Background: an optimization exercise with open tools, aiming at small area, a short achievable clock period and few clock cycles. Do not read the settings as production practice. Where RTL was checked, it was by simulation tests only, not by an equivalence proof against the original. Power is estimated from default activity; no workload was simulated.

before:
==> flow/design.v (excerpt) <==
module swath_engine (
    input  wire        clk,
    input  wire        rst,
    input  wire        in_valid,
    output wire        in_ready,
    input  wire [5:0]  in_swath,
    input  wire        in_mirror,
    input  wire [63:0] in_sh_l,
    input  wire [63:0] in_sh_r,
    input  wire [63:0] in_lv_l,
    input  wire [63:0] in_lv_r,
    output wire        ev_valid,
    input  wire        ev_ready,
    output wire [15:0] ev_data,
    output wire        res_valid,
    output wire [6:0]  res_k
);
Size: roughly 1,700 cells after synthesis, ~240 flip-flops, ~290 I/O pins, ~0.016 mm2 of cells after synthesis.
clock: 10.0 ns
lec_check: 0
cap_margin: 20
core_margin: 2
core_utilization: 40
slew_margin: 20
standard.sh (not shown) runs the stock make flow with config.mk's settings and CLKGATE_MAP_FILE= SYNTH_SCRIPT=/design/flow/synth_recipe.tcl, a recipe that flattens the netlist after the stock synthesis.
==> flow/flow/run.sh <==
#!/bin/bash
# Layout flow: the standard ORFS flow (standard synthesis, unchanged),
# with small port buffers and the timing repair aimed at extra setup slack.
set -euo pipefail
export BUFFER_PORTS_ARGS="-buffer_cell sky130_fd_sc_hd__buf_1"
export SETUP_SLACK_MARGIN=6.5
bash standard.sh > orfs_make.log 2>&1
Testbench counts of before, summed over its fixed seeds: cycles 19,708.
The inputs of after differ from those of before as listed below.
==> flow/run.sh (new file) <==
#!/bin/bash
# synth_recipe.tcl (not shown) runs the flow's synth.tcl, then flattens the netlist and writes it again
# the make line also repeats each setting of config.mk as NAME=value (left out here)
make -C /OpenROAD-flow-scripts/flow DESIGN_CONFIG=/design/flow/config.mk WORK_HOME=/design/flow/orfs CLKGATE_MAP_FILE= SYNTH_SCRIPT=/design/flow/synth_recipe.tcl finish
removed: flow/flow/run.sh
removed: flow/standard.sh
## What came out
Compared with before, after shows a lower amount of wire on met2 after detailed routing. after against before: post-place instance area has increased; design area has increased; fraction of final layout cells with drive strength greater than 1 has decreased.

Another version of the RTL of swath_engine (not shown whole).
Size: ~1600 cells after synthesis, about 280 flip-flops, ~290 I/O pins, roughly 15000 µm² of cells after synthesis.
export LEC_CHECK = 0
export CAP_MARGIN = 20
export CORE_MARGIN = 2
export CORE_UTILIZATION = 40
export SLEW_MARGIN = 20
create_clock -name core_clock -period 10.0 [get_ports {clk}]
==> flow/flow/run.sh <==
#!/bin/bash
# Layout flow: the standard ORFS flow (standard synthesis, unchanged),
# with small port buffers and the timing repair aimed at extra setup slack.
set -euo pipefail
export BUFFER_PORTS_ARGS="-buffer_cell sky130_fd_sc_hd__buf_1"
export SETUP_SLACK_MARGIN=7.0
export CTS_CLUSTER_SIZE=30
export CTS_CLUSTER_DIAMETER=80
bash standard.sh > orfs_make.log 2>&1
Change:
CORE_UTILIZATION = 60   (was 40)
PLACE_DENSITY = 0.7   (was not set)
Result: Worst setup slack gets worse by 13 ps; core utilization came out higher by 22 points; non-clock buffer count came out lower by 2; global-route usage grows by 8.6 points; final area falls slightly; die area fell by a quarter to a third; synthesized area stays the same; final cell count drops by a little under a tenth; register-to-register slack improves by 80 ps.
No run of this note included a check of the RTL's function; only the layout flow was run.

The RTL this note starts from:
==> flow/design.v <==
module swath_engine (
    input  wire        clk,
    input  wire        rst,
    input  wire        in_valid,
    output wire        in_ready,
    input  wire [5:0]  in_swath,
    input  wire        in_mirror,
    input  wire [63:0] in_sh_l,
    input  wire [63:0] in_sh_r,
    input  wire [63:0] in_lv_l,
    input  wire [63:0] in_lv_r,
    output wire        ev_valid,
    input  wire        ev_ready,
    output wire [15:0] ev_data,
    output wire        res_valid,
    output wire [6:0]  res_k
);
    localparam [2:0] G_IDLE   = 3'd0,    
                     G_SELCOL = 3'd1,
                     G_RCMD   = 3'd2,
                     G_RSEL   = 3'd3,
                     G_DATA   = 3'd4,
                     G_WR     = 3'd5,
                     G_END    = 3'd6;
    localparam [3:0] K_CMD = 4'd1, K_DATA = 4'd2, K_SELCOL = 4'd3,
                     K_SELROW = 4'd4, K_WRITE = 4'd5, K_END = 4'd6;
    wire [63:0] d_l  = in_sh_l ^ in_lv_l;
    wire [63:0] d_r  = in_sh_r ^ in_lv_r;
    wire [63:0] t_l  = {64{in_mirror}} & d_r;
    wire [63:0] t_r  = {64{in_mirror}} & d_l;
    wire [63:0] wl_m = (in_sh_l | t_l) & (~in_lv_l | t_l);
    wire [63:0] wr_m = (in_sh_r | t_r) & (~in_lv_r | t_r);
    wire [63:0] any_n   = d_l | d_r;
    reg [63:0] any, wl, wr;      
    reg [5:0]  sw;
    reg        rdy;              
    reg        full;             
    reg        fresh;            
    reg        sbr;              
    reg        men;              
    reg [7:0]  bq;               
    reg        bq_ok;            
    reg        sel;              
    reg        xv;               
    reg [5:0]  ridx;             
    reg        rbl, rbr;         
    reg        xd;               
    reg        rlast;            
    reg [2:0]  gs;               
    reg        first;            
    reg        last;             
    reg        bl, br;           
    reg [6:0]  k;                
    reg        evv, evend;
    reg [15:0] evd;
    reg        endr;             
    reg        resv;
    reg [6:0]  resk;
    reg [1:0]  nq;               
    reg [5:0]  cq;               
    reg        hold;             
    integer    i;
    reg  [7:0]  gf;              
    reg  [7:0]  gp;              
    reg  [63:0] ip;              
    integer a, b;
    always @(*) begin
        gp[0] = 1'b0;
        for (a = 1; a < 8; a = a + 1) gp[a] = gp[a-1] | gf[a-1];
        for (a = 0; a < 8; a = a + 1) begin
            ip[8*a] = 1'b0;
            for (b = 1; b < 8; b = b + 1) ip[8*a+b] = ip[8*a+b-1] | any[8*a+b-1];
        end
    end
    wire [7:0]  gl  = gf & ~gp;              
    wire [63:0] pre = {{8{gp[7]}}, {8{gp[6]}}, {8{gp[5]}}, {8{gp[4]}},
                       {8{gp[3]}}, {8{gp[2]}}, {8{gp[1]}}, {8{gp[0]}}} | ip;
    wire [63:0] li  = any & ~ip;             
    reg  [5:0]  lo_idx;
    reg         lo_l, lo_r;
    integer c, d;
    always @(*) begin
        lo_idx = 6'd0;
        lo_l   = 1'b0;
        lo_r   = 1'b0;
        for (c = 0; c < 8; c = c + 1) begin
            lo_idx[5:3] = lo_idx[5:3] | ({3{gl[c]}} & c[2:0]);
            for (d = 0; d < 8; d = d + 1) begin
                lo_idx[2:0] = lo_idx[2:0] | ({3{gl[c] & li[8*c+d]}} & d[2:0]);
                lo_l = lo_l | (gl[c] & li[8*c+d] & wl[8*c+d]);
                lo_r = lo_r | (gl[c] & li[8*c+d] & wr[8*c+d]);
            end
        end
    end
    wire sb       = ~|any;                       
    wire sbk      = fresh ? (&bq) : sbr;
    wire nbk      = ~sbk;
    wire ext      = full & sel & ~xv & (|gf);    
    wire adv      = ~evv | ev_ready;
    wire gen_rsel = adv & (gs == G_RSEL);
    wire start    = adv & (gs == G_IDLE) & full & ~sel & nbk;
    wire take     = in_valid & rdy;
    wire retire   = full & ~sel & sbk;           
    wire nb_new   = start;                       
    wire drain    = ~endr & cq[0] & ~hold;
    assign in_ready  = rdy;
    assign ev_valid  = evv;
    assign ev_data   = evd;
    assign res_valid = resv;
    assign res_k     = resk;
    wire       full_n = take | (full & ~sbk);
    wire [1:0] nq_n   = nb_new ? (endr ? nq : {nq[0], 1'b1})
                               : (endr ? {1'b0, nq[1]} : nq);
    wire       hold_n = (retire & nq[0] | hold) & ~endr;
    wire [5:0] cq_n   = retire ? (drain ? cq : {cq[4:0], 1'b1})
                               : (drain ? {1'b0, cq[5:1]} : cq);
    wire       slot_n = take ? (bq_ok & (&bq)) : ~full_n;
    wire       rdy_n  = slot_n & ~cq_n[4] & ~(nq_n[0] & ~hold_n & cq_n[0]);
    always @(posedge clk) begin
        if (men) begin
            any <= any_n;
            wl  <= wl_m;
            wr  <= wr_m;
            sw  <= in_swath;
        end else if (ext) begin
            any <= any & pre;
        end
        sbr <= sb;
        for (i = 0; i < 8; i = i + 1) begin
            bq[i] <= ~|any_n[8*i +: 8];
            gf[i] <= |any[8*i +: 8];
        end
        if (ext) begin
            ridx  <= lo_idx;
            rbl   <= lo_l;
            rbr   <= lo_r;
        end
    end
    always @(posedge clk) begin
        if (gen_rsel) begin
            bl   <= rbl;
            br   <= rbr;
            last <= xd ? sb : rlast;
            k    <= first ? 7'd1 : k + 7'd1;
        end
        if (adv) begin
            case (gs)
                G_IDLE:   evd <= {K_CMD, 12'd0};
                G_SELCOL: evd <= {K_SELCOL, sw, sw};
                G_RCMD:   evd <= {K_CMD, 12'd0};
                G_RSEL:   evd <= {K_SELROW, ridx, ridx};
                G_DATA:   evd <= {K_DATA, 12'd0};
                G_WR:     evd <= {K_WRITE, 4'd0, {4{br}}, {4{bl}}};
                default:  evd <= {K_END, 12'd0};
            endcase
            evend <= (gs == G_END);
        end
        resk <= endr ? k : 7'd0;
    end
    always @(posedge clk) begin
        if (rst) begin
            rdy   <= 1'b1;
            full  <= 1'b0;
            fresh <= 1'b0;
            bq_ok <= 1'b0;
            men   <= 1'b1;
            xd    <= 1'b0;
            sel   <= 1'b0;
            xv    <= 1'b0;
            gs    <= G_IDLE;
            first <= 1'b0;
            evv   <= 1'b0;
            endr  <= 1'b0;
            resv  <= 1'b0;
            nq    <= 2'd0;
            cq    <= 6'd0;
            hold  <= 1'b0;
        end else begin
            bq_ok <= in_valid & ~take;
            men   <= slot_n;
            xd    <= ext;
            if (xd) rlast <= sb;
            if (take)                            sel <= 1'b0;
            else if (adv && gs == G_SELCOL)      sel <= 1'b1;
            if (ext)           xv <= 1'b1;
            else if (gen_rsel) xv <= 1'b0;
            if (adv) begin
                case (gs)
                    G_IDLE: begin
                        evv <= full & ~sel & nbk;
                        if (full & ~sel & nbk) gs <= G_SELCOL;
                    end
                    G_SELCOL: begin evv <= 1'b1; gs <= G_RCMD; end
                    G_RCMD:   begin evv <= 1'b1; gs <= G_RSEL; end
                    G_RSEL:   begin evv <= 1'b1; gs <= G_DATA; end
                    G_DATA:   begin evv <= 1'b1; gs <= G_WR;   end
                    G_WR:     begin evv <= 1'b1; gs <= last ? G_END : G_RCMD; end
                    default:  begin evv <= 1'b1; gs <= G_IDLE; end
                endcase
            end
            if (start)         first <= 1'b1;
            else if (gen_rsel) first <= 1'b0;
            endr  <= evv & ev_ready & evend;
            rdy   <= rdy_n;
            full  <= full_n;
            fresh <= take;
            resv  <= endr | drain;
            nq    <= nq_n;
            cq    <= cq_n;
            hold  <= hold_n;
        end
    end
endmodule
==> flow/config.mk <==
export PLATFORM = sky130hd
export DESIGN_NAME = swath_engine
export DESIGN_NICKNAME = swath_engine
export VERILOG_FILES = /design/flow/design.v
export SDC_FILE = /design/flow/constraint.sdc
export NUM_CORES = 4
export LEC_CHECK = 0
export CAP_MARGIN = 20
export CORE_MARGIN = 2
export CORE_UTILIZATION = 40
export SLEW_MARGIN = 20
==> flow/constraint.sdc <==
create_clock -name core_clock -period 10.0 [get_ports {clk}]
set_input_delay 2.0000 -clock core_clock [delete_from_list [all_inputs] [get_ports {clk}]]
set_output_delay 2.0000 -clock core_clock [all_outputs]
set_load 0.01 [all_outputs]
==> flow/flow/run.sh <==
#!/bin/bash
# Layout flow: the standard ORFS flow (standard synthesis, unchanged),
# with small port buffers and the timing repair aimed at extra setup slack.
set -euo pipefail
export BUFFER_PORTS_ARGS="-buffer_cell sky130_fd_sc_hd__buf_1"
export SETUP_SLACK_MARGIN=7.3
bash standard.sh > orfs_make.log 2>&1
The baseline finished clean.
Testbench counts at the start, summed over its fixed seeds: cycles 19,783.
Rerun with:
--- a/flow/flow/run.sh
+++ b/flow/flow/run.sh
@@ -4,4 +4,4 @@
 set -euo pipefail
 export BUFFER_PORTS_ARGS="-buffer_cell sky130_fd_sc_hd__buf_1"
-export SETUP_SLACK_MARGIN=7.3
+export SETUP_SLACK_MARGIN=7.0
 bash standard.sh > orfs_make.log 2>&1
After rerunning:
- sequential cell count stays the same
- core utilization goes down by 1.2 points
- design area goes down by a few percent
- clock-buffer cell count goes down by 1
- via count goes down slightly
Rerun with:
--- a/flow/flow/run.sh
+++ b/flow/flow/run.sh
@@ -4,4 +4,4 @@
 set -euo pipefail
 export BUFFER_PORTS_ARGS="-buffer_cell sky130_fd_sc_hd__buf_1"
-export SETUP_SLACK_MARGIN=7.0
+export SETUP_SLACK_MARGIN=7.1
 bash standard.sh > orfs_make.log 2>&1
=>
- The changed run completed with no timing, DRC or antenna violations
- clock skew is higher by 0.0093 ns
- count of clock-buffer cells in the layout is higher by 3
- wire length climbs by 2.2%
- final area grows by about 1.2%
- total power decreases by 0.45%
- first-iteration DRC count goes up by 13%
- clock power went down by about 4%
- via count is higher by 1.0%
- sequential power barely changes
- critical path depth stays the same
Rerun with:
--- a/flow/flow/run.sh
+++ b/flow/flow/run.sh
@@ -4,4 +4,4 @@
 set -euo pipefail
 export BUFFER_PORTS_ARGS="-buffer_cell sky130_fd_sc_hd__buf_1"
-export SETUP_SLACK_MARGIN=7.1
+export SETUP_SLACK_MARGIN=6.5
 bash standard.sh > orfs_make.log 2>&1
First-iteration DRC count goes down by 9.7%.
Utilization decreases by 1.1 points.
Worst setup slack loses 0.047 ns.
Via count falls by 1.9%.
Routed wire length fell by 1.6%.
Die area is unchanged.
Final cell count decreases by 1.3%.

[static timing again, ports no longer ideal]
How much do the figures lean on ideal ports? The routed layouts below were timed once more, with nothing changed but the port constraints. Step 1 assumes that a clkbuf_16 drives the clock port and a buf_2 every other input. Step 2 also shifts input and output timing later by t, the mid clock arrival at the registers, as if the neighbouring blocks saw the same clock. a / b / c = ideal / step 1 / step 2; a / b = the first two.
run | t (ns) | slack for setup (ns) | worst setup path after step 2 | cell pins on the clock port's net
before | 0.601 | 6.383 / 6.326 / 6.028 | input to register | 1
after | 0.591 | 5.164 / 5.109 / 5.365 | input to register | 1
the first run of note 2 | 0.571 | 6.942 / 6.888 / 6.606 | input to register | 1
the second run of note 2 | 0.559 | 6.928 / 6.877 / 6.592 | input to register | 1
the first run of note 3 | 0.617 | 6.927 / 6.871 / 6.755 | input to register | 1
the second run of note 3 | 0.615 | 6.935 / 6.880 / 6.552 | input to register | 1
the third run of note 3 | 0.621 | 6.923 / 6.868 / 6.620 | input to register | 1
the fourth run of note 3 | 0.603 | 6.876 / 6.823 / 6.353 | input to register | 1
After both steps every run listed still meets setup and hold. The setup slack of the fourth run of note 3, which loses most, moves by -0.053 ns with the drivers and by -0.523 ns with both steps.
